What follows belongs to an exercise in optimizing a design on an open flow for small area, a short achievable clock period and few clock cycles; a production flow would make more cautious choices. The RTL was checked by simulation tests, not by an equivalence proof against the original design.

**flow/config.mk**
```make
export PLATFORM = sky130hd
export DESIGN_NAME = chunk_unit
export DESIGN_NICKNAME = chunk_unit
export VERILOG_FILES = /design/flow/design.v
export SDC_FILE = /design/flow/constraint.sdc
export NUM_CORES = 4
export LEC_CHECK = 0
export CAP_MARGIN = 20
export CORE_MARGIN = 2
export CORE_UTILIZATION = 40
export SLEW_MARGIN = 20
```
**flow/constraint.sdc**
```tcl
create_clock -name core_clock -period 12.0 [get_ports {clk}]
set_input_delay 2.4000 -clock core_clock [delete_from_list [all_inputs] [get_ports {clk}]]
set_output_delay 2.4000 -clock core_clock [all_outputs]
set_load 0.01 [all_outputs]
```
**flow/design.v**
```verilog
module chunk_alu #(parameter W = 34) (
    input  wire [W-1:0] x,
    input  wire [W-1:0] y,
    input  wire         inv,
    input  wire         cin,
    output wire [W-1:0] res,
    output wire         cout
);
    assign {cout, res} = {1'b0, x} + {1'b0, y ^ {W{inv}}} + {{W{1'b0}}, cin};
endmodule
module chunk_unit (
    input  wire        clk,
    input  wire        rst,
    input  wire        start,
    input  wire [1:0]  op,
    input  wire [2:0]  mode,
    input  wire [15:0] w,
    input  wire [15:0] h,
    input  wire [15:0] s,
    input  wire [63:0] a,
    input  wire [31:0] b,
    output reg         ready,
    output reg         done,
    output reg         fault,
    output wire [4:0]  cause,
    output wire [63:0] r0,
    output wire [31:0] r1
);
    localparam S_IDLE = 5'd0;
    localparam C_D    = 5'd1,  C_K    = 5'd2,  C_M   = 5'd3,  FIN3  = 5'd4;
    localparam B_PRE  = 5'd5,  B_M    = 5'd6,  B_X3  = 5'd7,  B_D   = 5'd8;
    localparam B_K    = 5'd9;
    localparam M_PRE  = 5'd10, M_M    = 5'd11, M_P1  = 5'd12, M_D   = 5'd13;
    localparam M_SQ   = 5'd14, M_CMP  = 5'd15, M_DG  = 5'd16, M_SI  = 5'd17;
    localparam M_SR   = 5'd18;
    localparam D_D    = 5'd19, D_F    = 5'd20, D_I1  = 5'd21, D_I2  = 5'd22;
    localparam M_N    = 5'd23, M_C2   = 5'd24;
    reg [4:0]  st;
    reg [6:0]  cnt;
    reg [2:0]  mode_r;
    reg [63:0] A;        
    reg [31:0] B;        
    reg [15:0] W, H, S;
    reg [31:0] ACC;      
    reg [18:0] ACC2;     
    reg [1:0]  cz;       
    reg        g_run;    
    reg        g_shl;    
    reg [3:0]  kc;       
    reg        ic;       
    reg        found;    
    reg        g_gt_t;   
    assign r0    = A;
    assign r1    = B;
    assign cause = {3'b011, cz};
    wire bpb3   = (mode_r == 3'd2);
    wire acc_z  = (ACC == 32'd0);
    wire acc2_z = (ACC2 == 19'd0);
    localparam NC = 27;
    localparam K_XDIV = 0,  K_XW15 = 1,  K_XMUL = 2,  K_XACC = 3,  K_XW   = 4,
               K_YS   = 5,  K_YB   = 6,  K_YMUL = 7,  K_YACC3 = 8, K_SR   = 9,
               K_ADD  = 10, K_CIN  = 11,
               K_2K   = 12, K_2CD  = 13, K_2BD  = 14, K_2ACC = 15, K_2SQ  = 16,
               K_Y2S  = 17, K_Y2S4 = 18, K_Y2B  = 19, K_Y2W  = 20, K_Y2S01 = 21,
               K_2ADD = 22, K_XAL = 23, K_XAH = 24, K_YIC = 25, K_Y2S16 = 26;
    function [NC-1:0] ctl_of(input [4:0] s);
        reg [NC-1:0] c;
        begin
            c = {NC{1'b0}};
            case (s)
            C_D: begin
                c[K_XDIV] = 1; c[K_XW15] = 1; c[K_YS] = 1; c[K_CIN] = 1;
                c[K_2CD] = 1; c[K_Y2S] = 1;
            end
            M_DG: begin
                c[K_XDIV] = 1; c[K_XW15] = 1; c[K_YS] = 1; c[K_CIN] = 1;
                c[K_2ACC] = 1; c[K_Y2S16] = 1;
            end
            B_D: begin
                c[K_XDIV] = 1; c[K_YS] = 1; c[K_CIN] = 1;
                c[K_2BD] = 1; c[K_Y2S4] = 1;
            end
            M_D, D_D: begin
                c[K_XDIV] = 1; c[K_YB] = 1; c[K_CIN] = 1;
                c[K_2ACC] = 1; c[K_Y2B] = 1;
            end
            C_M, B_M, M_M: begin
                c[K_XMUL] = 1; c[K_YMUL] = 1; c[K_ADD] = 1;
            end
            FIN3, B_X3: begin
                c[K_XACC] = 1; c[K_YACC3] = 1; c[K_ADD] = 1;
            end
            M_P1:  c[K_XACC] = 1;                        
            M_SQ: begin
                c[K_2SQ] = 1; c[K_Y2S01] = 1;
            end
            M_CMP: begin
                c[K_XW] = 1; c[K_YS] = 1;                
            end
            M_SI: begin
                c[K_2ACC] = 1; c[K_Y2S] = 1;
            end
            M_SR: begin
                c[K_XACC] = 1; c[K_SR] = 1; c[K_CIN] = 1;
                c[K_2ACC] = 1; c[K_Y2S] = 1;
            end
            D_F: begin
                c[K_XACC] = 1; c[K_YB] = 1;              
            end
            D_I1: begin                                  
                c[K_XAL] = 1; c[K_CIN] = 1; c[K_ADD] = 1;
            end
            D_I2: begin                                  
                c[K_XAH] = 1; c[K_YIC] = 1; c[K_ADD] = 1;
            end
            C_K, B_PRE, M_PRE: begin                     
                c[K_2K] = 1; c[K_Y2W] = 1; c[K_2ADD] = 1;
            end
            default: ;
            endcase
            ctl_of = c;
        end
    endfunction
    reg [NC-1:0] k;
    wire [33:0] X, Y;
    wire        inv, cin;
    wire [33:0] res;
    wire        cout;
    chunk_alu #(.W(34)) u_alu1 (.x(X), .y(Y), .inv(inv), .cin(cin), .res(res), .cout(cout));
    wire ge = cout;
    wire dbit = k[K_XW15] ? W[15] : A[63];
    reg  [33:0] ymul;
    always @(*) begin
        case (H[15:14])
        2'b00:   ymul = 34'd0;
        2'b01:   ymul = {18'd0, W};
        2'b10:   ymul = {17'd0, W, 1'b0};
        default: ymul = {15'd0, ACC2};
        endcase
    end
    assign X = ({34{k[K_XDIV]}} & {1'b0, ACC, dbit})
             | ({34{k[K_XMUL]}} & {ACC, 2'b00})
             | ({34{k[K_XACC]}} & {2'd0, ACC})
             | ({34{k[K_XW]}}   & {18'd0, W})
             | ({34{k[K_XAL]}}  & A[33:0])
             | ({34{k[K_XAH]}}  & A[63:30]);
    assign Y = ({34{k[K_YS]}}   & {18'd0, S})
             | ({34{k[K_YB]}}   & {2'd0, B})
             | ({34{k[K_YMUL]}} & ymul)
             | ({34{k[K_YACC3] & bpb3}} & {1'b0, ACC, 1'b0})
             | ({34{k[K_SR] & !ACC[23]}} & {16'd0, S, 2'b00})   
             | ({34{k[K_SR] &  ACC[23]}} & {18'd0, W})          
             | ({34{k[K_YIC]}}  & {29'd0, ic, 4'd0});
    assign inv = !(k[K_ADD] || (k[K_SR] && ACC[23]));
    assign cin = k[K_CIN];
    wire [23:0] X2, Y2;
    wire [23:0] res2;
    wire        ge2;
    wire        sub2 = !(k[K_2ADD] || (k[K_SR] && ACC[23]));
    chunk_alu #(.W(24)) u_alu2 (.x(X2), .y(Y2), .inv(sub2), .cin(sub2), .res(res2), .cout(ge2));
    assign X2 = ({24{k[K_2K]}}   & {7'd0, W, 1'b0})
              | ({24{k[K_2CD]}}  & {7'd0, ACC2[15:0], H[15]})
              | ({24{k[K_2BD]}}  & {5'd0, ACC2})
              | ({24{k[K_2ACC]}} & ACC[23:0])
              | ({24{k[K_2SQ]}}  & {3'd0, ACC2, B[31:30]});
    assign Y2 = ({24{k[K_Y2S]}}  & {8'd0, S})
              | ({24{k[K_Y2S4]}} & {6'd0, S, 2'b00})
              | ({24{k[K_Y2B]}}  & B[31:8])
              | ({24{k[K_Y2W]}}  & {8'd0, W})
              | ({24{k[K_Y2S01]}} & {6'd0, S, 2'b01})
              | ({24{k[K_Y2S16]}} & {12'd0, S[15:4]});
    wire [16:0] gd  = {1'b0, W} - {1'b0, H};
    wire        gneg = gd[16];
    wire        geq  = (W == H);
    wire top8z = (A[63:56] == 8'd0);
    wire skipAz = acc_z && top8z;
    wire skipA = (cnt[6:3] != 4'd0) &&
                 (skipAz || (cnt != 7'd8 && !ge2 && ACC[31:24] == 8'd0));
    wire lastA = (cnt == 7'd1) || (cnt == 7'd8 && skipAz);
    wire skipC = acc_z && acc2_z && (W[15:12] == 4'd0) && (H[15:12] == 4'd0) && (cnt[6:2] != 5'd0);
    wire lastC = skipC ? (cnt == 7'd4) : (cnt == 7'd1);
    wire skipB = acc_z && acc2_z && top8z && (cnt[6:3] != 4'd0);
    wire lastB = skipB ? (cnt == 7'd8) : (cnt == 7'd1);
    wire skipM = acc_z && (H[15:12] == 4'd0) && (cnt[6:1] != 6'd0);
    wire lastM = skipM ? (cnt == 7'd2) : (cnt == 7'd1);
    wire skipGz = acc_z && (W[15:12] == 4'd0);
    wire skipG = (cnt[6:2] != 5'd0) &&
                 (skipGz || (cnt != 7'd4 && !ge2 && ACC[31:24] == 8'd0));
    wire lastG = (cnt == 7'd1) || (cnt == 7'd4 && skipGz);
    wire skipQ = acc2_z && (S == 16'd0) && (B[31:24] == 8'd0) && (cnt[6:2] != 5'd0);
    wire lastQ = skipQ ? (cnt == 7'd4) : (cnt == 7'd1);
    wire mode_bad = (mode_r != 3'd0) && (mode_r != 3'd2);
    task go(input [4:0] ns);
        begin
            st <= ns;
            k  <= ctl_of(ns);
        end
    endtask
    task finish_ok;
        begin
            done  <= 1'b1;
            fault <= 1'b0;
            ready <= 1'b1;
            go(S_IDLE);
        end
    endtask
    task finish_fault(input [1:0] c);
        begin
            done  <= 1'b1;
            fault <= 1'b1;
            cz    <= c;
            ready <= 1'b1;
            go(S_IDLE);
        end
    endtask
    task div_a;
        begin
            if (skipA) begin
                A   <= {A[55:0], 8'd0};
                ACC <= {ACC[23:0], A[63:56]};
                cnt <= cnt - 7'd8;
            end else begin
                if (ge) begin
                    ACC <= res[31:0];
                    A   <= {A[62:0], 1'b1};
                end else begin
                    ACC <= X[31:0];
                    A   <= {A[62:0], 1'b0};
                end
                cnt <= cnt - 7'd1;
            end
        end
    endtask
    task mul_step;
        begin
            if (skipM) begin
                H   <= {H[11:0], H[15:12]};
                cnt <= cnt - 7'd2;
            end else begin
                ACC <= res[31:0];
                H   <= {H[13:0], H[15:14]};
                cnt <= cnt - 7'd1;
            end
        end
    endtask
    always @(posedge clk) begin
        if (rst) begin
            go(S_IDLE);
            ready <= 1'b1;
            done  <= 1'b0;
            fault <= 1'b0;
            cz    <= 2'd0;
            g_run <= 1'b0;
            g_shl <= 1'b0;
        end else begin
            done <= 1'b0;
            if (g_run) begin
                if (!W[0] && !H[0]) begin
                    W  <= {1'b0, W[15:1]};
                    H  <= {1'b0, H[15:1]};
                    kc <= kc + 4'd1;
                end else if (!W[0] || !H[0]) begin
                    if (!W[0]) W <= {1'b0, W[15:1]};
                    if (!H[0]) H <= {1'b0, H[15:1]};
                end else if (geq) begin
                    g_run <= 1'b0;
                    g_shl <= 1'b1;
                end else if (!gneg)
                    W <= {1'b0, gd[15:1]};
                else begin
                    W <= H;
                    H <= W;
                end
            end
            if (g_shl && kc != 4'd0) begin
                W  <= {W[14:0], 1'b0};
                kc <= kc - 4'd1;
            end
            case (st)
            S_IDLE: begin
                mode_r <= mode;
                A      <= a;
                B      <= b;
                W      <= w;
                H      <= h;
                S      <= s;
                ACC    <= 32'd0;
                ACC2   <= 19'd0;
                g_shl  <= 1'b0;
                kc     <= 4'd0;
                cnt    <= (op == 2'd3) ? 7'd64 : (op == 2'd0) ? 7'd16 : 7'd8;
                if (start) begin
                    ready <= 1'b0;
                    case (op)
                    2'd0:    go(C_D);
                    2'd1:    go(B_PRE);
                    2'd2:    go(M_PRE);
                    default: go(D_D);
                    endcase
                end
            end
            C_D: begin
                if (skipC) begin
                    W   <= {W[11:0], 4'd0};
                    H   <= {H[11:0], 4'd0};
                    cnt <= cnt - 7'd4;
                end else begin
                    if (ge) begin
                        ACC <= res[31:0];
                        W   <= {W[14:0], 1'b1};
                    end else begin
                        ACC <= X[31:0];
                        W   <= {W[14:0], 1'b0};
                    end
                    if (ge2) begin
                        ACC2 <= {3'd0, res2[15:0]};
                        H    <= {H[14:0], 1'b1};
                    end else begin
                        ACC2 <= {3'd0, X2[15:0]};
                        H    <= {H[14:0], 1'b0};
                    end
                    cnt <= cnt - 7'd1;
                end
                if (lastC) go(C_K);
            end
            C_K: begin
                if (mode_r > 3'd4)
                    finish_fault(2'd0);
                else if (mode_bad)
                    finish_fault(2'd1);
                else if (S == 16'd0 || W == 16'd0 || H == 16'd0 || !acc_z || !acc2_z)
                    finish_fault(2'd2);
                else begin
                    ACC2 <= res2[18:0];
                    cnt  <= 7'd8;
                    go(C_M);
                end
            end
            C_M: begin
                mul_step;
                if (lastM) go(FIN3);
            end
            FIN3: begin
                A <= {30'd0, res};
                finish_ok;
            end
            B_PRE, M_PRE: begin
                ACC2 <= res2[18:0];
                if (skipM) begin
                    H   <= {H[11:0], H[15:12]};
                    cnt <= cnt - 7'd2;
                end
                go((st == B_PRE) ? B_M : M_M);
            end
            B_M: begin
                mul_step;
                if (lastM) go(B_X3);
            end
            B_X3: begin
                A    <= {res, 30'd0};
                ACC  <= 32'd0;
                ACC2 <= 19'd0;
                cnt  <= 7'd34;
                go(B_D);
            end
            B_D: begin
                if (skipB) begin
                    A   <= {A[55:0], 8'd0};
                    cnt <= cnt - 7'd8;
                end else begin
                    if (ge) ACC <= res[31:0];
                    else    ACC <= X[31:0];
                    if (ge2) ACC2 <= {res2[17:0], ge};
                    else     ACC2 <= {ACC2[17:0], ge};
                    A   <= {A[62:0], ge2};
                    cnt <= cnt - 7'd1;
                end
                if (lastB) go(B_K);
            end
            B_K: begin
                if (mode_r > 3'd4)
                    finish_fault(2'd0);
                else if (mode_bad)
                    finish_fault(2'd1);
                else if (S == 16'd0 || W == 16'd0 || H == 16'd0 || !acc_z || !acc2_z)
                    finish_fault(2'd2);
                else
                    finish_ok;
            end
            M_M: begin
                B <= A[31:0];
                S <= 16'd0;
                mul_step;
                if (lastM) go(M_P1);
            end
            M_P1: begin
                ACC2 <= 19'd0;
                if (W == 16'd0 || H == 16'd0 || A[63:32] != 32'd0)
                    finish_fault(2'd2);
                else begin
                    g_run <= 1'b1;
                    if (B == 32'd0) begin
                        S <= 16'hffff;
                        go(M_CMP);
                    end else begin
                        A   <= {res, 30'd0};
                        ACC <= 32'd0;
                        cnt <= 7'd34;
                        go(M_D);
                    end
                end
            end
            M_D: begin
                div_a;
                if (lastA) go(M_N);
            end
            M_N: begin
                B   <= A[31:0];      
                cnt <= 7'd16;
                go(M_SQ);
            end
            M_SQ: begin
                if (skipQ) begin
                    B   <= {B[23:0], 8'd0};
                    cnt <= cnt - 7'd4;
                end else begin
                    if (ge2) begin
                        ACC2 <= res2[18:0];
                        S    <= {S[14:0], 1'b1};
                    end else begin
                        ACC2 <= X2[18:0];
                        S    <= {S[14:0], 1'b0};
                    end
                    B   <= {B[29:0], 2'b00};
                    cnt <= cnt - 7'd1;
                end
                if (lastQ) go(M_CMP);
            end
            M_CMP: begin
                ACC    <= 32'd0;
                g_gt_t <= ge;
                if (g_shl && kc == 4'd0) go(M_C2);
            end
            M_C2: begin
                found <= 1'b0;
                if (S == 16'd0)
                    finish_fault(2'd2);
                else if (g_gt_t) begin
                    cnt <= 7'd16;
                    go(M_DG);
                end else begin               
                    S <= W;                  
                    W <= 16'd1;
                    go(M_SI);
                end
            end
            M_DG: begin
                if (skipG) begin
                    W   <= {W[11:0], 4'd0};
                    ACC <= {ACC[27:0], W[15:12]};
                    cnt <= cnt - 7'd4;
                end else begin
                    if (ge) begin
                        ACC <= res[31:0];
                        W   <= {W[14:0], 1'b1};
                    end else begin
                        ACC <= X[31:0];
                        W   <= {W[14:0], 1'b0};
                    end
                    cnt <= cnt - 7'd1;
                end
                if (lastG) go(M_SI);
            end
            M_SI: begin
                ACC <= {8'd0, res2};     
                go(M_SR);
            end
            M_SR: begin
                if (found)                   
                    finish_ok;
                else if (!ACC[23]) begin     
                    if (!res[23]) begin
                        ACC <= {8'd0, res[23:0]};
                        W   <= W + 16'd4;
                    end else begin
                        ACC <= {8'd0, res2};
                        W   <= W + 16'd1;
                    end
                end else begin               
                    A     <= {48'd0, S};
                    found <= (res2 == 24'd0);
                    ACC   <= {8'd0, res[23:0]};
                    S     <= S - 16'd1;
                end
            end
            D_D: begin
                div_a;
                if (lastA) go(D_F);
            end
            D_F: begin
                if (B == 32'd0)
                    finish_fault(2'd2);
                else if (!acc_z) begin       
                    B <= ~res[31:0];
                    go(D_I1);
                end else begin
                    B <= 32'd0;
                    finish_ok;
                end
            end
            D_I1: begin                      
                A[33:0] <= res;
                ic      <= cout;
                go(D_I2);
            end
            D_I2: begin                      
                A[63:30] <= res;
                finish_ok;
            end
            default: go(S_IDLE);
            endcase
        end
    end
endmodule
```
**flow/flow/run.sh**
```bash
#!/bin/bash
set -euo pipefail
if ! bash standard.sh SETUP_SLACK_MARGIN=7.5 finish > flow_make.log 2>&1; then
    tail -40 flow_make.log
    exit 1
fi
tail -5 flow_make.log
```
**flow/standard.sh**
```bash
#!/bin/bash
# synth_recipe.tcl (not shown) runs the flow's synth.tcl, then flattens the netlist and writes it again
# the make line also repeats each setting of config.mk as NAME=value (left out here)
make -C /OpenROAD-flow-scripts/flow DESIGN_CONFIG=/design/flow/config.mk WORK_HOME=/design/flow/orfs CLKGATE_MAP_FILE= SYNTH_SCRIPT=/design/flow/synth_recipe.tcl "${@:-finish}"
```
==> impl_metrics.env, run 1 <==
export IMPL_hold_viol_final=0
export IMPL_critPathRequiredTime_ns=12.32
export IMPL_syn2layout_area_growth_pct=29.4
export IMPL_grt_busiest_layer="met2"
export IMPL_hold_buffers=0
export IMPL_async_flop_share_pct=0
export IMPL_cts_sinks=245
export IMPL_finalMaxSlewViolations=0
export IMPL_syn_area_per_cell_um2=7.89
export IMPL_overflow=0
export IMPL_root_buffer="clkbuf_16"
export IMPL_slowest_delay_ns=0.49
export IMPL_finalCritPeriodShare_pct=38.1
export IMPL_final_setup_tns_ns=0
export IMPL_worstMarginPinSlew_ns=1.19
export IMPL_die_w_um=256
export IMPL_start_util_pct=40.3
export IMPL_drt_wl_total_um=153000
export IMPL_clkSlewWorstSetupHoldPaths_ns=0.06
export IMPL_min_path_type="reg -> reg"
export IMPL_critPathKind="reg -> reg"
export IMPL_ys_seq_area_share_pct=27.7
export IMPL_final_common_cell="nand2_1"
export IMPL_synth_seq_cells=245
export IMPL_drc_errors=0
export IMPL_place_congestion=1.02
export IMPL_min_period_ns=4.57
export IMPL_slowest_stage="dfxtp_2"
export IMPL_grt_pass1_wl_um=214000
export IMPL_cap_violations=0
export IMPL_use_met1_pct=59.2
export IMPL_end_kind="register"
export IMPL_drt_iter0_drc=6181
export IMPL_yosys_warnings=1
export IMPL_grtUsageMet2_pct=60.1
export IMPL_via_count=31700
export IMPL_path_cells="buf_12 > nand2_1 > o21ai_4 > xor2_1 > nand2_1 > o31ai_4 > fa_2 > fa_2 > nor2b_2 > o31a_1 > o311a_4 > o21ai_4 > and2_4 > a31oi_4 > o21ai_4 > buf_12 > mux2i_1 > o221ai_1 > a31o_2"
export IMPL_first_pass_iters=13
export IMPL_die_y_um=256
export IMPL_cts_tree="yes"
export IMPL_setup_violations=0
export IMPL_met3_usage_pct=17.2
export IMPL_viasPerCell=7.29
export IMPL_start_kind="register"
export IMPL_nets=3726
export IMPL_rsz0062_at_grt="yes"
export IMPL_final_cell_mix="nand2_1, nor2_1, a21oi_1"
export IMPL_fp_dieArea_um2=65400
export IMPL_track_usage_pct=44.0
export IMPL_fin_skew_ns=0.0214
export IMPL_rows=92
export IMPL_dp_hpwl_um=107000
export IMPL_syn_area_um2=25400
export IMPL_synth_edff_count=212
export IMPL_status="timing/DRC/antenna clean"
export IMPL_clockBufferDepth=3
export IMPL_antenna_found_initial=7
export IMPL_grt_max_degree=61
export IMPL_boundaryPins=256
export IMPL_syn_inst=3214
export IMPL_n_fill_cell=5992
export IMPL_insertion_delay_ns=0.57
export IMPL_portBuffers=252
export IMPL_crit_arrival_ns=4.89
export IMPL_wl_per_cell_um=35.2
export IMPL_grt_pass1_vias=29000
export IMPL_ant_nets=0
export IMPL_final_cells=4349
export IMPL_htreeDepth=2
export IMPL_critPathMostFrequentCell="o21ai_4"
export IMPL_cts_buffers=34
export IMPL_fmax_ghz=0.219
export IMPL_critical_path_peak_fanout=13
export IMPL_synth_distinct_cells=86
export IMPL_worst_slew_margin_rel_pct=20.7
export IMPL_dp_cells=4113
export IMPL_core_area_um2=62900
export IMPL_synth_flop_cell="edfxtp_1"
export IMPL_layout_drive_gt1_share_pct=15.9
-- through the flow --
| step | hold WS [ns] | area, um^2 | util (%) | setup WS [ns] |
|---|---|---|---|---|
| 2_1_floorplan | 0.432 | 25400 | - | 7.07 |
| 3_3_place_gp | 0.441 | 28800 | 45.8 | 5.99 |
| 3_5_place_dp | 0.450 | 28800 | 45.8 | 6.19 |
| 4_1_cts | 0.461 | 31300 | 49.7 | 7.43 |
| 5_1_grt | 0.475 | 32800 | 52.2 | 7.40 |
| 6_report | 0.462 | 32800 | 52.2 | 7.43 |
-- Yosys cell counts (67+ instances only) --
library cell,instances,area share (%)
clkbuf_1,268,4.0
mux2i_1,67,2.6
a222oi_1,92,3.6
edfxtp_1,212,25
ha_1,96,4.7
nor2_1,298,4.4
o21ai_0,204,4.0
xnor2_1,84,2.9
nand2_1,303,4.5
a22oi_1,148,4.4
inv_1,83,1.2
a21oi_1,304,6.0
xor2_1,70,2.4
a221oi_1,96,3.3
nand3_1,79,1.6
-- registers in the layout, summed over array words and instances, names as in the netlist, 2 cells and up --
name / count
A: 64
st: 5
ACC2: 19
cnt: 7
mode_r: 3
cz: 2
kc: 4
ACC: 32
W: 16
H: 16
B: 32
S: 16
k: 21
-- layer usage --
layer,up-vias,part of all wire (%)
met5,-,0.061
met4,12,6.4
met3,546,16
met2,2937,39
met1,15300,38
li1,12900,-
-- cell families (layout without fill, tap and decap cells) --
group	after synthesis	after routing	synth area share (%)
adder cells (fa/ha/maj)	101	101	5.13
multiplexers	87	87	3.53
AO/OA/AOI/OAI	1263	1266	34.5
other	2	11	0.0296
flip-flops	245	245	27.7
buffers and inverters	394	670	5.97
AND/OR/NAND/NOR	968	969	17.8
XOR/XNOR	154	154	5.32
-- final timing paths --
path | from | to | slack [ns] | cells past startpoint
worst max-delay path | k[7] | ACC[23] | 7.43 | 19
worst min-delay path | ready | ready | 0.46 | 2
worst max register to register | k[7] | ACC[23] | 7.43 | 19
worst min register to register | ready | ready | 0.46 | 2
-- worst max-delay path: cells and delay by family, from the launching register on --
kind                       cells  cell delay, ns
DFF                            1            0.49
muxes                          1            0.25
and+or+nand+nor                4            0.48
AOI/OAI and AO/OA              9            1.93
adders and majority gates      2            0.58
buffers and inverters          2            0.41
xor gates and xnor gates       1            0.17
-- area by class of cell --
cell class              instances  area [um^2]  share of cell area (%)
inverters                      84          324                   0.987
well taps                     846         1060                    3.23
repair buffers                528         5080                    15.5
clock buffers                  42          881                    2.68
flip-flops and latches        245         7030                    21.4
diodes                          8         20.0                  0.0610
multi-input cells            2580        18300                    55.8
clock inverters                16          123                   0.374
-- timing repair --
action	in CTS	in global routing
buffers inserted	78	77
resized for setup	140	137
setup endpoints to repair	195	203
gates cloned	7	5
pin swaps	35	82
Testbench counts, summed over its fixed seeds: cycles 36,985.
==> inputs of run 2 (changes only) <==
--- a/flow/design.v
+++ b/flow/design.v
@@ -50,6 +50,11 @@
     reg        ic;       
     reg        found;    
     reg        g_gt_t;   
+    reg        godd;     
+    reg  [2:0] hm;       
+    function [2:0] dig(input [1:0] d);
+        dig = {d == 2'd3, d == 2'd2, d == 2'd1};
+    endfunction
     assign r0    = A;
     assign r1    = B;
     assign cause = {3'b011, cz};
@@ -122,6 +127,7 @@
         end
     endfunction
     reg [NC-1:0] k;
+    wire sr2 = godd && S[0];
     wire [33:0] X, Y;
     wire        inv, cin;
     wire [33:0] res;
@@ -129,15 +135,9 @@
     chunk_alu #(.W(34)) u_alu1 (.x(X), .y(Y), .inv(inv), .cin(cin), .res(res), .cout(cout));
     wire ge = cout;
     wire dbit = k[K_XW15] ? W[15] : A[63];
-    reg  [33:0] ymul;
-    always @(*) begin
-        case (H[15:14])
-        2'b00:   ymul = 34'd0;
-        2'b01:   ymul = {18'd0, W};
-        2'b10:   ymul = {17'd0, W, 1'b0};
-        default: ymul = {15'd0, ACC2};
-        endcase
-    end
+    wire [33:0] ymul = ({34{hm[0]}} & {18'd0, W})
+                     | ({34{hm[1]}} & {17'd0, W, 1'b0})
+                     | ({34{hm[2]}} & {15'd0, ACC2});
     assign X = ({34{k[K_XDIV]}} & {1'b0, ACC, dbit})
              | ({34{k[K_XMUL]}} & {ACC, 2'b00})
              | ({34{k[K_XACC]}} & {2'd0, ACC})
@@ -149,7 +149,8 @@
              | ({34{k[K_YMUL]}} & ymul)
              | ({34{k[K_YACC3] & bpb3}} & {1'b0, ACC, 1'b0})
              | ({34{k[K_SR] & !ACC[23]}} & {16'd0, S, 2'b00})   
-             | ({34{k[K_SR] &  ACC[23]}} & {18'd0, W})          
+             | ({34{k[K_SR] &  ACC[23] & !sr2}} & {18'd0, W})   
+             | ({34{k[K_SR] &  ACC[23] &  sr2}} & {17'd0, W, 1'b1})  
              | ({34{k[K_YIC]}}  & {29'd0, ic, 4'd0});
     assign inv = !(k[K_ADD] || (k[K_SR] && ACC[23]));
     assign cin = k[K_CIN];
@@ -235,10 +236,12 @@
         begin
             if (skipM) begin
                 H   <= {H[11:0], H[15:12]};
+                hm  <= dig(H[11:10]);
                 cnt <= cnt - 7'd2;
             end else begin
                 ACC <= res[31:0];
                 H   <= {H[13:0], H[15:14]};
+                hm  <= dig(H[13:12]);
                 cnt <= cnt - 7'd1;
             end
         end
@@ -265,6 +268,7 @@
                 end else if (geq) begin
                     g_run <= 1'b0;
                     g_shl <= 1'b1;
+                    godd  <= (kc == 4'd0);
                 end else if (!gneg)
                     W <= {1'b0, gd[15:1]};
                 else begin
@@ -332,6 +336,7 @@
                     finish_fault(2'd2);
                 else begin
                     ACC2 <= res2[18:0];
+                    hm   <= dig(H[15:14]);
                     cnt  <= 7'd8;
                     go(C_M);
                 end
@@ -346,6 +351,7 @@
             end
             B_PRE, M_PRE: begin
                 ACC2 <= res2[18:0];
+                hm   <= dig(skipM ? H[11:10] : H[15:14]);
                 if (skipM) begin
                     H   <= {H[11:0], H[15:12]};
                     cnt <= cnt - 7'd2;
@@ -490,7 +496,7 @@
                     A     <= {48'd0, S};
                     found <= (res2 == 24'd0);
                     ACC   <= {8'd0, res[23:0]};
-                    S     <= S - 16'd1;
+                    S     <= sr2 ? S - 16'd2 : S - 16'd1;
                 end
             end
             D_D: begin
==> flow/flow/run.sh (replaced) <==
#!/bin/bash
# Standard ORFS layout (the standard.sh, unchanged synthesis and steps),
# with two knobs on top of the design's settings:
#  - repair_timing is asked for a 7 ns setup margin, so that it sizes and
#    buffers the datapath well below the 12 ns clock;
#  - the port buffers that global placement inserts on every input and
#    output are buf_1 cells instead of the tool's default pick.
# The constraints are the design's.  make's output goes to flow_make.log;
# ORFS keeps each step's log under orfs/logs.
set -euo pipefail
if ! bash standard.sh SETUP_SLACK_MARGIN=7 \
        "BUFFER_PORTS_ARGS=-buffer_cell sky130_fd_sc_hd__buf_1" \
        finish > flow_make.log 2>&1; then
    tail -40 flow_make.log
    exit 1
fi
tail -5 flow_make.log
==> run 2 against run 1 <==
Compared with the run above: synthesized cell count shrank 2.5%; cell count is 3.8% lower.
==> impl_metrics.env, run 2 <==
export IMPL_cts_tree="yes"
export IMPL_synth_area_leader_cell="edfxtp_1"
export IMPL_insertion_delay_ns=0.58
export IMPL_yosys_top_cells_count="nand2_1, nor2_1, a21oi_1"
export IMPL_ant_nets=0
export IMPL_worstReg2RegEnd="W[14]"
export IMPL_drt_iter0_drc=6453
export IMPL_status="timing/DRC/antenna clean"
export IMPL_cts_sinks=249
export IMPL_die_w_um=254
export IMPL_regToRegSetupSlack_ns=6.95
export IMPL_place_congestion=1.07
export IMPL_syn_area_per_cell_um2=7.96
export IMPL_drc_errors=0
export IMPL_rsz0062_at_grt="yes"
export IMPL_worst_slew_margin_rel_pct=24.4
export IMPL_synth_seq_cells=249
export IMPL_overflow=0
export IMPL_viasPerCell=7.35
export IMPL_wl_per_cell_um=35.6
export IMPL_drt_wl_total_um=149000
export IMPL_cp_startpoint="hm[2]"
export IMPL_htreeDepth=2
export IMPL_yosys_warnings=1
export IMPL_rows=91
export IMPL_cts_buffers=34
export IMPL_fp_dieArea_um2=64300
export IMPL_synth_flop_cell="edfxtp_1"
export IMPL_netlist_area_leader_share_pct=26.0
export IMPL_finalMaxSlewViolations=0
export IMPL_antenna_found_initial=2
export IMPL_nets=3575
export IMPL_final_common_cell="nand2_1"
export IMPL_layout_drive_gt1_share_pct=12.6
export IMPL_start_kind="register"
export IMPL_largest_register="A"
export IMPL_final_setup_tns_ns=0
export IMPL_ys_seq_area_share_pct=28.7
export IMPL_cap_violations=0
export IMPL_setup_violations=0
export IMPL_syn_inst=3133
export IMPL_synth_most_common_cell="nand2_1"
export IMPL_track_usage_pct=44.3
export IMPL_crit_arrival_ns=5.36
export IMPL_end_kind="register"
export IMPL_hold_depth=2
export IMPL_boundaryPins=256
export IMPL_endpoint="W[14]"
export IMPL_reg2reg_depth=18
export IMPL_syn2layout_area_growth_pct=17.8
export IMPL_fin_util_pct=47.6
export IMPL_async_flop_share_pct=0
export IMPL_setup_ws_ns=6.95
export IMPL_pre_cts_slack_ns=5.61
export IMPL_synthTopCellsByArea="edfxtp_1, a21oi_1, a222oi_1"
export IMPL_min_path_type="reg -> reg"
export IMPL_critical_path_peak_fanout=7
export IMPL_clkSlewWorstSetupHoldPaths_ns=0.06
export IMPL_finalCritPeriodShare_pct=42.1
export IMPL_dp_hpwl_um=108000
export IMPL_min_period_ns=5.05
export IMPL_critPathKind="reg -> reg"
export IMPL_synth_edff_count=216
export IMPL_r2r_start="hm[2]"
export IMPL_first_pass_iters=13
export IMPL_syn_area_um2=24900
export IMPL_core_area_um2=61700
export IMPL_critPathRequiredTime_ns=12.32
export IMPL_clockBufferDepth=3
export IMPL_largestRegisters="A (64), ACC (32), B (32)"
export IMPL_met1_length_um=56700
export IMPL_fmax_ghz=0.198
export IMPL_root_buffer="clkbuf_16"
export IMPL_via_count=30800
export IMPL_largest_register_ff_count=64
export IMPL_grt_pass1_vias=28100
export IMPL_top_layer_used="met5"
export IMPL_worstMarginPinSlew_ns=1.13
export IMPL_hold_buffers=0
export IMPL_grt_max_degree=64
export IMPL_portBuffers=252
export IMPL_dr_wl_met2_um=58600
export IMPL_fin_skew_ns=0.0336
export IMPL_start_util_pct=40.4
export IMPL_die_y_um=254
export IMPL_synth_distinct_cells=92
export IMPL_grt_pass1_wl_um=207000
export IMPL_routed_wl_met3_um=24200
export IMPL_final_cell_mix="nand2_1, nor2_1, a21oi_1"
export IMPL_hold_viol_final=0
[run 2: kinds of logic (layout without fill, tap and decap cells)]
kind of cell	after synthesis	in the layout	share of synthesized area, %
AO/OA/AOI/OAI	1202	1202	34.3
XOR/XNOR	144	144	5.06
adder cells (fa/ha/maj)	102	102	5.27
buffers and inverters	379	589	5.90
flip-flops	249	249	28.7
multiplexers	53	53	2.25
other	2	5	0.0301
AND/OR/NAND/NOR	1002	1004	18.5
[run 2: how the worst min path moves through the flow]
stage                from  endpoint  slack (ns)
finish              cz[0]     cz[0]        0.48
global route        cz[0]     cz[0]        0.51
CTS                 ready     ready        0.47
detailed placement  ready     ready        0.46
global placement    ready     ready        0.45
floorplan           k[10]     k[10]        0.43
[run 2: layout make-up]
cell class,count,area [um^2]
fill,6125,32400
multi-input combinational,2508,17200
sequential,249,7150
timing repair buffer,438,2620
tap,837,1050
clock buffer,44,920
inverter,89,348
clock inverter,17,104
timing repair inverter,1,5.00
antenna,2,5.00
[run 2: stage by stage]
stage	hold WS (ns)	cell area [um^2]	std cells
after CTS	0.474	28500	4139
after global routing	0.510	29300	4183
after global placement	0.451	26700	4033
after floorplan	0.432	25000	3134
after detailed placement	0.456	26700	4035
final	0.475	29400	4185
[run 2: worst max-delay path: stages, from the launching register on]
cell	delay, ns
edfxtp_1	0.50
buf_4	0.21
a222oi_1	0.38
inv_1	0.11
a222oi_1	0.43
nand3_1	0.19
xor2_1	0.18
ha_1	0.39
and3_1	0.22
nand3_1	0.10
o21ai_2	0.23
o21ai_1	0.10
buf_4	0.18
a211o_1	0.31
nand3_4	0.16
o21a_2	0.22
or4b_2	0.61
xor2_1	0.16
o2111ai_1	0.11
[run 2: per-layer routing]
layer,GRT usage (%),up-vias
met5,0,-
met4,20.9,4
met3,15.3,577
met2,61.9,2887
met1,60.7,14800
li1,-,12600
[run 2: repair_timing]
| item | 4_1_cts | 5_1_grt |
|---|---|---|
| endpoints found under the setup margin | 158 | 137 |
| endpoints found under the hold margin | 0 | 0 |
| resized for setup | 93 | 74 |
| gates cloned | 4 | 5 |
| buffers inserted | 39 | 37 |
| pin swaps | 27 | 35 |
Testbench counts of run 2, summed over its fixed seeds: cycles 36,185.
==> inputs of run 3 (changes only) <==
==> flow/flow/run.sh (replaced) <==
#!/bin/bash
# Standard ORFS layout (the standard.sh, unchanged synthesis and steps),
# with two knobs on top of the design's settings:
#  - repair_timing is asked for a 7.5 ns setup margin, so that it sizes and
#    buffers the datapath well below the 12 ns clock;
#  - the port buffers that global placement inserts on every input and
#    output are buf_1 cells instead of the tool's default pick.
# The constraints are the design's.  make's output goes to flow_make.log;
# ORFS keeps each step's log under orfs/logs.
set -euo pipefail
if ! bash standard.sh SETUP_SLACK_MARGIN=7.5 \
        "BUFFER_PORTS_ARGS=-buffer_cell sky130_fd_sc_hd__buf_1" \
        finish > flow_make.log 2>&1; then
    tail -40 flow_make.log
    exit 1
fi
tail -5 flow_make.log
==> run 3 against run 2 <==
Compared with the run above: design area is 11% higher; cell count increased by 4.3%; clock skew is 0.015 ns lower; hold slack lost 0.0065 ns; still clean on timing, DRC and antenna; core utilization is 5.0 points higher.
==> impl_metrics.env, run 3 <==
export IMPL_status="timing/DRC/antenna clean"
export IMPL_critical_path_peak_fanout=6
export IMPL_synth_seq_cells=249
export IMPL_crit_arrival_ns=5.32
export IMPL_final_cell_mix="nand2_1, nor2_1, a21oi_1"
export IMPL_overflow=0
export IMPL_reg2reg_depth=18
export IMPL_slowest_delay_ns=0.60
export IMPL_path_cells="buf_12 > a222oi_1 > inv_1 > a222oi_1 > nand3_1 > xor2_2 > ha_4 > buf_6 > a21o_1 > a221o_1 > a21o_1 > o211ai_1 > buf_4 > nand2_4 > a2111oi_4 > xnor2_2 > a222oi_1 > a21oi_1"
export IMPL_setup_violations=0
export IMPL_synth_distinct_cells=92
export IMPL_ant_nets=0
export IMPL_first_pass_iters=14
export IMPL_worstMarginPinSlew_ns=1.16
export IMPL_worstReg2RegEnd="A[30]"
export IMPL_layout_drive_gt1_share_pct=21.8
export IMPL_yosys_top_cells_count="nand2_1, nor2_1, a21oi_1"
export IMPL_critPathKind="reg -> reg"
export IMPL_regToRegSetupSlack_ns=7.04
export IMPL_cts_buffers=31
export IMPL_rsz0062_at_grt="yes"
export IMPL_ys_seq_area_share_pct=28.7
export IMPL_grt_max_degree=64
export IMPL_synth_edff_count=216
export IMPL_fin_skew_ns=0.0190
export IMPL_critPathRequiredTime_ns=12.36
export IMPL_critPathMostFrequentCell="a222oi_1"
export IMPL_wl_per_cell_um=35.8
export IMPL_path_buf_inv=4
export IMPL_syn_inst=3133
export IMPL_antenna_found_initial=10
export IMPL_clockBufferDepth=3
export IMPL_clkSlewWorstSetupHoldPaths_ns=0.06
export IMPL_drt_wl_total_um=156000
export IMPL_pre_cts_slack_ns=5.61
export IMPL_dp_hpwl_um=109000
export IMPL_crit_family="compound AO/OA/AOI/OAI gates"
export IMPL_synthTopCellsByArea="edfxtp_1, a21oi_1, a222oi_1"
export IMPL_path_depth=18
export IMPL_hold_viol_final=0
export IMPL_final_setup_tns_ns=0
export IMPL_cts_sinks=249
export IMPL_final_common_cell="nand2_1"
export IMPL_netlist_area_leader_share_pct=26.0
export IMPL_htreeDepth=1
export IMPL_boundaryPins=256
export IMPL_syn2layout_area_growth_pct=30.2
export IMPL_place_congestion=1.03
export IMPL_largestRegisters="A (64), ACC (32), B (32)"
export IMPL_synth_area_leader_cell="edfxtp_1"
export IMPL_dpl_cell_area_um2=26700
export IMPL_die_w_um=254
export IMPL_async_flop_share_pct=0
export IMPL_start_kind="register"
export IMPL_rows=91
export IMPL_track_usage_pct=45.8
export IMPL_worstHoldStart="ready"
export IMPL_largest_register_ff_count=64
export IMPL_r2r_start="W[15]"
export IMPL_viasPerCell=7.40
export IMPL_core_area_um2=61700
export IMPL_nets=3755
export IMPL_root_buffer="clkbuf_16"
export IMPL_cts_tree="yes"
export IMPL_end_kind="register"
export IMPL_largest_register="A"
export IMPL_via_count=32300
export IMPL_min_path_type="reg -> reg"
export IMPL_fp_dieArea_um2=64300
export IMPL_finalCritPeriodShare_pct=41.3
export IMPL_min_period_ns=4.96
export IMPL_cp_startpoint="W[15]"
export IMPL_finalInstanceArea_um2=32500
export IMPL_grt_pass1_vias=29400
export IMPL_fmax_ghz=0.202
export IMPL_fin_util_pct=52.6
export IMPL_cap_violations=0
export IMPL_yosys_warnings=1
export IMPL_syn_area_um2=24900
export IMPL_syn_area_per_cell_um2=7.96
export IMPL_die_y_um=254
export IMPL_portBuffers=252
export IMPL_drc_errors=0
export IMPL_grt_pass1_wl_um=214000
export IMPL_slowest_stage="a222oi_1"
export IMPL_insertion_delay_ns=0.63
export IMPL_hold_buffers=0
export IMPL_synth_most_common_cell="nand2_1"
export IMPL_worst_slew_margin_rel_pct=22.5
export IMPL_start_util_pct=40.4
export IMPL_drt_iter0_drc=7502
export IMPL_setup_ws_ns=7.04
export IMPL_synth_flop_cell="edfxtp_1"
export IMPL_finalMaxSlewViolations=0
export IMPL_endpoint="A[30]"
## run 3: cell type report
type	count	area (um^2)
tap	837	1050
fill	5894	29300
clock inverter	19	180
antenna	6	15.0
timing repair inverter	2	21.3
clock buffer	36	795
multi-input combinational	2508	18500
inverter	89	345
timing repair buffer	620	4400
sequential	249	7160
## run 3: worst min-delay path by stage
| stage | to | slack (ns) | cells past startpoint |
|---|---|---|---|
| after floorplan | k[8] | 0.46 | 2 |
| after global placement | ready | 0.45 | 2 |
| after detailed placement | ready | 0.46 | 2 |
| after CTS | ready | 0.47 | 2 |
| after global routing | cz[0] | 0.50 | 2 |
| final | ready | 0.47 | 2 |
## run 3: per-stage QoR
step           hold WS (ns)  instances
2_1_floorplan         0.457       3134
3_3_place_gp          0.449       4028
3_5_place_dp          0.455       4029
4_1_cts               0.471       4261
5_1_grt               0.503       4361
6_report              0.469       4366
## run 3: cell families after synthesis
family	Yosys count	share of synthesized area (%)
and+or+nand+nor	1002	18.5
adders and majority gates	102	5.27
AOI/OAI and AO/OA	1202	34.3
muxes	53	2.25
buffers and inverters	379	5.90
xor gates and xnor gates	144	5.06
other	2	0.0301
DFF	249	28.7
## run 3: timing repair
item	CTS	global route
gates cloned	9	8
setup buffers	168	89
resized for setup	324	192
pin swaps	131	152
setup endpoints to repair	206	226
## run 3: worst min-delay path, cell delays in order (launching register included)
cell and delay [ns]:
dfxtp_1 0.32, a21oi_1 0.06, nand2_1 0.06
## run 3: routing by layer
metal | track usage (%) | share of wire (%)
met3 | 15.7 | 16
met4 | 22.6 | 6.9
met5 | 0 | 0.049
met1 | 60.5 | 36
met2 | 66.3 | 41

==> separate check: timing with driven ports <==
The results above use ideal ports. As a check the final layouts listed here were re-extracted and re-timed, cells and wires unchanged. Step 1 assumes that a clkbuf_16 drives the clock port and a buf_2 every other input. Step 2 also shifts input and output timing later by t, the mid clock arrival at the registers, as if the neighbouring blocks saw the same clock. Slacks: ideal / step 1 / step 2; pairs: ideal / step 1.
run	shift t [ns]	setup WS [ns]	hold WS [ns]	latest minus earliest clock arrival (ns)	worst data-port slew with drivers (ns)
run 1	0.633	7.429 / 7.429 / 7.393	0.462 / 0.462 / 0.462	0.021 / 0.021	0.05
run 2	0.629	6.954 / 6.954 / 6.954	0.475 / 0.475 / 0.475	0.034 / 0.033	0.05
run 3	0.680	7.040 / 7.040 / 7.040	0.469 / 0.469 / 0.469	0.019 / 0.019	0.07
After both steps setup and hold are still met in every run listed. For run 1, which loses most, drivers alone change the setup slack by 0.000 ns; drivers and shift together by -0.036 ns.
